What follows belongs to an exercise in optimizing a design on an open flow for small area; a production flow would make more cautious choices. Where RTL was checked, it was by simulation tests only, not by an equivalence proof against the original. Power figures rest on the tool's default switching activity, not on a simulated workload.

==> flow/design.v <==
module brotocol_master #(
    parameter N_A   = 5,
    parameter N_D   = 1,
    parameter K     = 1000,
    parameter REQ_W = 32
) (
    input  wire             clk,
    input  wire             rst,
    input  wire             m_start,
    input  wire [REQ_W-1:0] m_addr,
    input  wire [REQ_W-1:0] m_data,
    input  wire             m_drv_fault,
    input  wire             bus_in,
    output wire             m_drive_low,
    output reg              m_busy,
    output reg              m_done,
    output reg  [2:0]       m_result
);
    reg [3:0]     m_idx;
    reg [3:0]     m_u;
    reg [N_A-1:0] m_a;
    reg [N_D-1:0] m_d;
    wire pz, pe;
    brotocol_mpre #(.K(K)) u_pre (
        .clk (clk),
        .clr (!m_busy),
        .z   (pz),
        .e   (pe)
    );
    reg long_sym;
    always @(*) begin
        case (m_idx)
            4'd1:    long_sym = 1'b1;
            4'd2:    long_sym = m_a[0];
            4'd3:    long_sym = m_a[1];
            4'd4:    long_sym = m_a[2];
            4'd5:    long_sym = m_a[3];
            4'd6:    long_sym = m_a[4];
            4'd8:    long_sym = m_d[0];
            default: long_sym = 1'b0;
        endcase
    end
    assign m_drive_low = m_busy &&
        (m_idx == 4'd0 || (!m_u[3] && (long_sym || m_u[2:1] == 2'b00)));
    wire valid  = (m_addr[REQ_W-1:N_A] == 0) && (m_data[REQ_W-1:N_D] == 0);
    wire q_a    = (m_idx == 4'd7);
    wire q_d    = (m_idx == 4'd9);
    wire u_last = (m_u == 4'd9);
    wire sp     = (q_a || q_d) && m_u == 4'd5 && pz;
    wire nack   = sp && bus_in;
    wire ok     = u_last && pe && q_d;
    wire fin    = m_drv_fault || nack || ok;
    wire usage  = !m_busy && m_start && !valid;
    always @(posedge clk) begin
        if (rst) begin
            m_busy   <= 1'b0;
            m_result <= 3'd0;
            m_done   <= 1'b0;
        end else begin
            m_busy <= m_busy ? !fin : (m_start && valid);
            m_done <= m_busy ? fin : usage;
            if (usage)
                m_result <= 3'd4;
            else if (m_busy && fin)
                m_result <= {1'b0,
                             m_drv_fault || (nack && q_d),
                             m_drv_fault || (nack && q_a)};
        end
    end
    always @(posedge clk) begin
        if (!m_busy) begin
            m_idx <= 4'd0;
            m_u   <= 4'd0;
            m_a   <= m_addr[N_A-1:0];
            m_d   <= m_data[N_D-1:0];
        end else if (pe) begin
            m_u <= u_last ? 4'd0 : m_u + 1'b1;
            if (u_last)
                m_idx <= m_idx + 1'b1;
        end
    end
endmodule
module brotocol_mpre #(
    parameter K = 1000
) (
    input  wire clk,
    input  wire clr,
    output wire z,
    output wire e
);
    localparam [9:0] TAPS = 10'h240;
    localparam [9:0] S0   = 10'h70;
    localparam [9:0] END  = 10'h238;
    reg [9:0] c;
    assign z = (c == S0);
    assign e = (c == END);
    wire fb = ^(c & TAPS) ^ e;
    always @(posedge clk) begin
        if (clr)
            c <= S0;
        else
            c <= {c[8:0], fb};
    end
endmodule
module brotocol_slave #(
    parameter N_A = 5,
    parameter N_D = 1,
    parameter K   = 1000
) (
    input  wire           clk,
    input  wire           rst,
    input  wire           bus_in,
    input  wire           s_drv_fault,
    input  wire [N_A-1:0] cfg_own_address,
    output wire           s_drive_low,
    output reg            s_rx_valid,
    output reg  [N_D-1:0] s_rx_data,
    output reg            s_hal_fail
);
    localparam [3:0] P_IDLE = 4'd7;
    reg [N_A-1:0] own_address;
    reg [3:0]     pos;
    reg           md;      
    reg           aw;      
    reg           ak;      
    reg           ls;      
    reg           ir;      
    reg           line_prev;
    assign s_drive_low = ak;
    wire line = bus_in;
    wire exp;
    wire p_idle = !pos[3] && pos[0];
    wire p_done = !pos[3] && !pos[0];
    wire p_data = pos[3] && pos[2] && pos[1];
    wire p_addr = pos[3] && !(pos[2] && pos[1]);
    wire p_last = pos[3] && pos[2] && pos[0];      
    wire [7:0] own_ext = {3'b000, own_address};
    wire own_bit = own_ext[pos[2:0]];
    wire x_hal  = exp && ak && s_drv_fault;         
    wire x_idle = exp && (p_done || x_hal);         
    wire rxv    = exp && p_done && !s_drv_fault;
    wire aw1 = aw && !exp;
    wire ls1 = exp ? line : ls;
    wire ir1 = ir || (exp && ak);
    wire ev   = line ^ line_prev;
    wire fall = ev && !line;
    wire rise = ev && line && !(ir1 && !x_idle);
    wire in_idle = p_idle || x_idle;
    wire in_ad   = (p_addr || p_data) && !x_idle;
    wire f_ad   = fall && in_ad && !aw1;
    wire f_bit  = f_ad && !p_last;                           
    wire f_fin  = f_ad && p_last && !(p_addr && md);         
    wire f_ack  = f_fin && !s_drv_fault;
    wire f_hal  = f_fin && s_drv_fault;
    wire r_bit  = rise && in_ad && !p_last && (aw1 || !ls1);
    wire r_bit1 = !aw1;
    wire r_start = rise && p_idle && !exp && !aw && !ls;
    wire ld15 = fall && in_idle;
    wire ld5  = f_bit;
    wire ld8  = f_ack;
    wire step = r_bit || r_start || f_ack;
    wire keep = !x_idle && (
        !ev ||
        (ev && line && ir1) ||
        ld15 || ld5 || step);
    brotocol_stmr #(.K(K)) u_tmr (
        .clk  (clk),
        .rst  (rst),
        .ld15 (ld15),
        .ld5  (ld5),
        .ld8  (ld8),
        .exp  (exp)
    );
    always @(posedge clk) begin
        line_prev <= bus_in;
        if (rst) begin
            own_address <= cfg_own_address;
            pos         <= P_IDLE;
            md          <= 1'b0;
            aw          <= 1'b0;
            ak          <= 1'b0;
            ls          <= 1'b1;
            ir          <= 1'b0;
            s_rx_valid  <= 1'b0;
            s_rx_data   <= 1'b0;
            s_hal_fail  <= 1'b0;
        end else begin
            s_rx_valid <= rxv;
            if (rxv)
                s_rx_data <= md;
            s_hal_fail <= x_hal || f_hal;
            if (!keep) begin
                pos <= P_IDLE;
                md  <= 1'b0;
                aw  <= ld15;
                ak  <= 1'b0;
                ls  <= 1'b1;
                ir  <= 1'b0;
            end else begin
                if (step)
                    pos <= pos + 1'b1;
                if (r_bit && (p_addr ? (own_bit ^ r_bit1) : r_bit1))
                    md <= 1'b1;
                aw <= aw1 || ld15 || ld5 || ld8;
                ak <= (ak && !exp) || ld8;
                ls <= ls1;
                ir <= ir1 && !ev;
            end
        end
    end
endmodule
module brotocol_stmr #(
    parameter K = 1000
) (
    input  wire clk,
    input  wire rst,
    input  wire ld15,
    input  wire ld5,
    input  wire ld8,
    output wire exp
);
    localparam [13:0] TAPS = 14'h2106;
    localparam [13:0] S15  = 14'hd;
    localparam [13:0] S5   = 14'h3;
    localparam [13:0] S8   = 14'h340c;
    localparam [13:0] E    = 14'h2000;
    reg [13:0] t;
    assign exp = (t == E);
    wire fb = ^(t & TAPS) & !exp;
    always @(posedge clk) begin
        if (rst)
            t <= 0;
        else if (ld15)
            t <= S15;
        else if (ld5)
            t <= S5;
        else if (ld8)
            t <= S8;
        else
            t <= {t[12:0], fb};
    end
endmodule
module brotocol_engine (
    input  wire        clk,
    input  wire        rst,
    input  wire        m_start,
    input  wire [31:0] m_addr,
    input  wire [31:0] m_data,
    input  wire        m_drv_fault,
    output wire        m_drive_low,
    output wire        m_busy,
    output wire        m_done,
    output wire [2:0]  m_result,
    input  wire        s_drv_fault,
    input  wire [4:0]  cfg_own_address,
    output wire        s_drive_low,
    output wire        s_rx_valid,
    output wire [0:0]  s_rx_data,
    output wire        s_hal_fail,
    input  wire        bus_in
);
    localparam N_A   = 5;
    localparam N_D   = 1;
    localparam K     = 1000;
    localparam REQ_W = 32;
    brotocol_master #(.N_A(N_A), .N_D(N_D), .K(K), .REQ_W(REQ_W)) u_master (
        .clk         (clk),
        .rst         (rst),
        .m_start     (m_start),
        .m_addr      (m_addr),
        .m_data      (m_data),
        .m_drv_fault (m_drv_fault),
        .bus_in      (bus_in),
        .m_drive_low (m_drive_low),
        .m_busy      (m_busy),
        .m_done      (m_done),
        .m_result    (m_result)
    );
    brotocol_slave #(.N_A(N_A), .N_D(N_D), .K(K)) u_slave (
        .clk             (clk),
        .rst             (rst),
        .bus_in          (bus_in),
        .s_drv_fault     (s_drv_fault),
        .cfg_own_address (cfg_own_address),
        .s_drive_low     (s_drive_low),
        .s_rx_valid      (s_rx_valid),
        .s_rx_data       (s_rx_data),
        .s_hal_fail      (s_hal_fail)
    );
endmodule
clock: 10.0 ns
lec_check: 0
cap_margin: 20
core_margin: 2
core_utilization: 40
place_density: 0.6
slew_margin: 20
standard.sh (not shown) runs the stock make flow with config.mk's settings and CLKGATE_MAP_FILE= SYNTH_SCRIPT=/design/flow/synth_recipe.tcl, a recipe that flattens the netlist after the stock synthesis.
==> flow/flow/run.sh <==
#!/bin/bash
# Standard layout (the standard.sh) with these changes:
#  - synthesis maps logic with an area-oriented ABC script (flow/abc_area.script)
#    in place of ORFS's abc_speed.script; everything else in synthesis
#    (synth_recipe.tcl: -nofsm -noshare, flatten, rename) is unchanged, so the
#    registers are the standard synthesis's;
#  - port buffers use the smallest buffer cell (every port still gets one);
#  - clock tree synthesis uses clkbuf_4 and adds no dummy loads.
# make's output goes to synth.log and flow.log; each tool's log is in orfs/logs.
set -euo pipefail
here=$(pwd)
sd=$here/scripts_abc
rm -rf "$sd"; mkdir -p "$sd"
for f in "$FLOW_HOME"/scripts/*; do ln -s "$f" "$sd/$(basename "$f")"; done
rm "$sd/abc_speed.script"
cp "$here/flow/abc_area.script" "$sd/abc_speed.script"
export BUFFER_PORTS_ARGS="-buffer_cell sky130_fd_sc_hd__buf_1"
export CTS_ARGS="-sink_clustering_enable -repair_clock_nets -dont_use_dummy_load -buf_list sky130_fd_sc_hd__clkbuf_4"
bash standard.sh synth SCRIPTS_DIR="$sd" > synth.log 2>&1
bash standard.sh > flow.log 2>&1
==> flow/flow/abc_area.script <==
&get -n
&st
&syn2
&dch
&nf -R 1000
&st
&syn2
&dch
&nf -R 1000
&st
&dch -f
&nf -R 1000
&put
The starting point finished clean.
Edit:
--- a/flow/design.v
+++ b/flow/design.v
@@ -92,5 +92,7 @@
     localparam [9:0] S0   = 10'h70;
     localparam [9:0] END  = 10'h238;
-    reg [9:0] c;
+    localparam [9:0] POL  = 10'h2aa;
+    reg  [9:0] cr;
+    wire [9:0] c = cr ^ POL;
     assign z = (c == S0);
     assign e = (c == END);
@@ -98,7 +100,7 @@
     always @(posedge clk) begin
         if (clr)
-            c <= S0;
+            cr <= S0 ^ POL;
         else
-            c <= {c[8:0], fb};
+            cr <= {c[8:0], fb} ^ POL;
     end
 endmodule
@@ -225,18 +227,17 @@
     localparam [13:0] S8   = 14'h340c;
     localparam [13:0] E    = 14'h2000;
-    reg [13:0] t;
+    localparam [13:0] POL  = 14'h2aaa;
+    localparam [13:0] ZERO = 14'h0;
+    reg  [13:0] tr;
+    wire [13:0] t = tr ^ POL;
     assign exp = (t == E);
     wire fb = ^(t & TAPS) & !exp;
     always @(posedge clk) begin
         if (rst)
-            t <= 0;
+            tr <= POL;
         else if (ld15)
-            t <= S15;
-        else if (ld5)
-            t <= S5;
-        else if (ld8)
-            t <= S8;
+            tr <= S15 ^ POL;
         else
-            t <= {t[12:0], fb};
+            tr <= ({t[12:0], fb} | (ld5 ? S5 : ZERO) | (ld8 ? S8 : ZERO)) ^ POL;
     end
 endmodule
Worst setup slack loses 0.31 ns.
Critical path depth rose by 3.
Synthesized cell count grows slightly.
Power falls slightly.
Final area goes down by a few percent.
Core utilization went up by 1.1 points.
Global-route usage falls by 0.12 points.
Cell count falls slightly.
Via count shrinks by a few percent.
Maximum frequency goes down by a little under a tenth.
The RTL of the first run of this note was laid out without a check of its function.

afterwards: timing with drivers on the ports:
In the flow no input, the clock included, has a driving cell. The finished layouts below were timed again as built, in two steps.
Step 1: set_driving_cell puts a clkbuf_16 on clk and a buf_2 on each other input, an assumption about the parent block.
Step 2 also shifts input and output timing later by t, the mid clock arrival at the registers, as if the neighbouring blocks saw the same clock.
Three values: no drivers, after step 1, after step 2; two values: the first two.
run	shift t [ns]	slack for setup (ns)	worst slew at a driven data input, ns	cell pins on the clock port's net
the first run	0.400	5.962 / 5.936 / 5.752	0.04	1
the second run	0.401	5.652 / 5.645 / 5.244	0.04	1
After both steps every run listed still meets setup and hold. For the second run, which loses most, drivers alone change the setup slack by -0.007 ns; drivers and shift together by -0.408 ns.
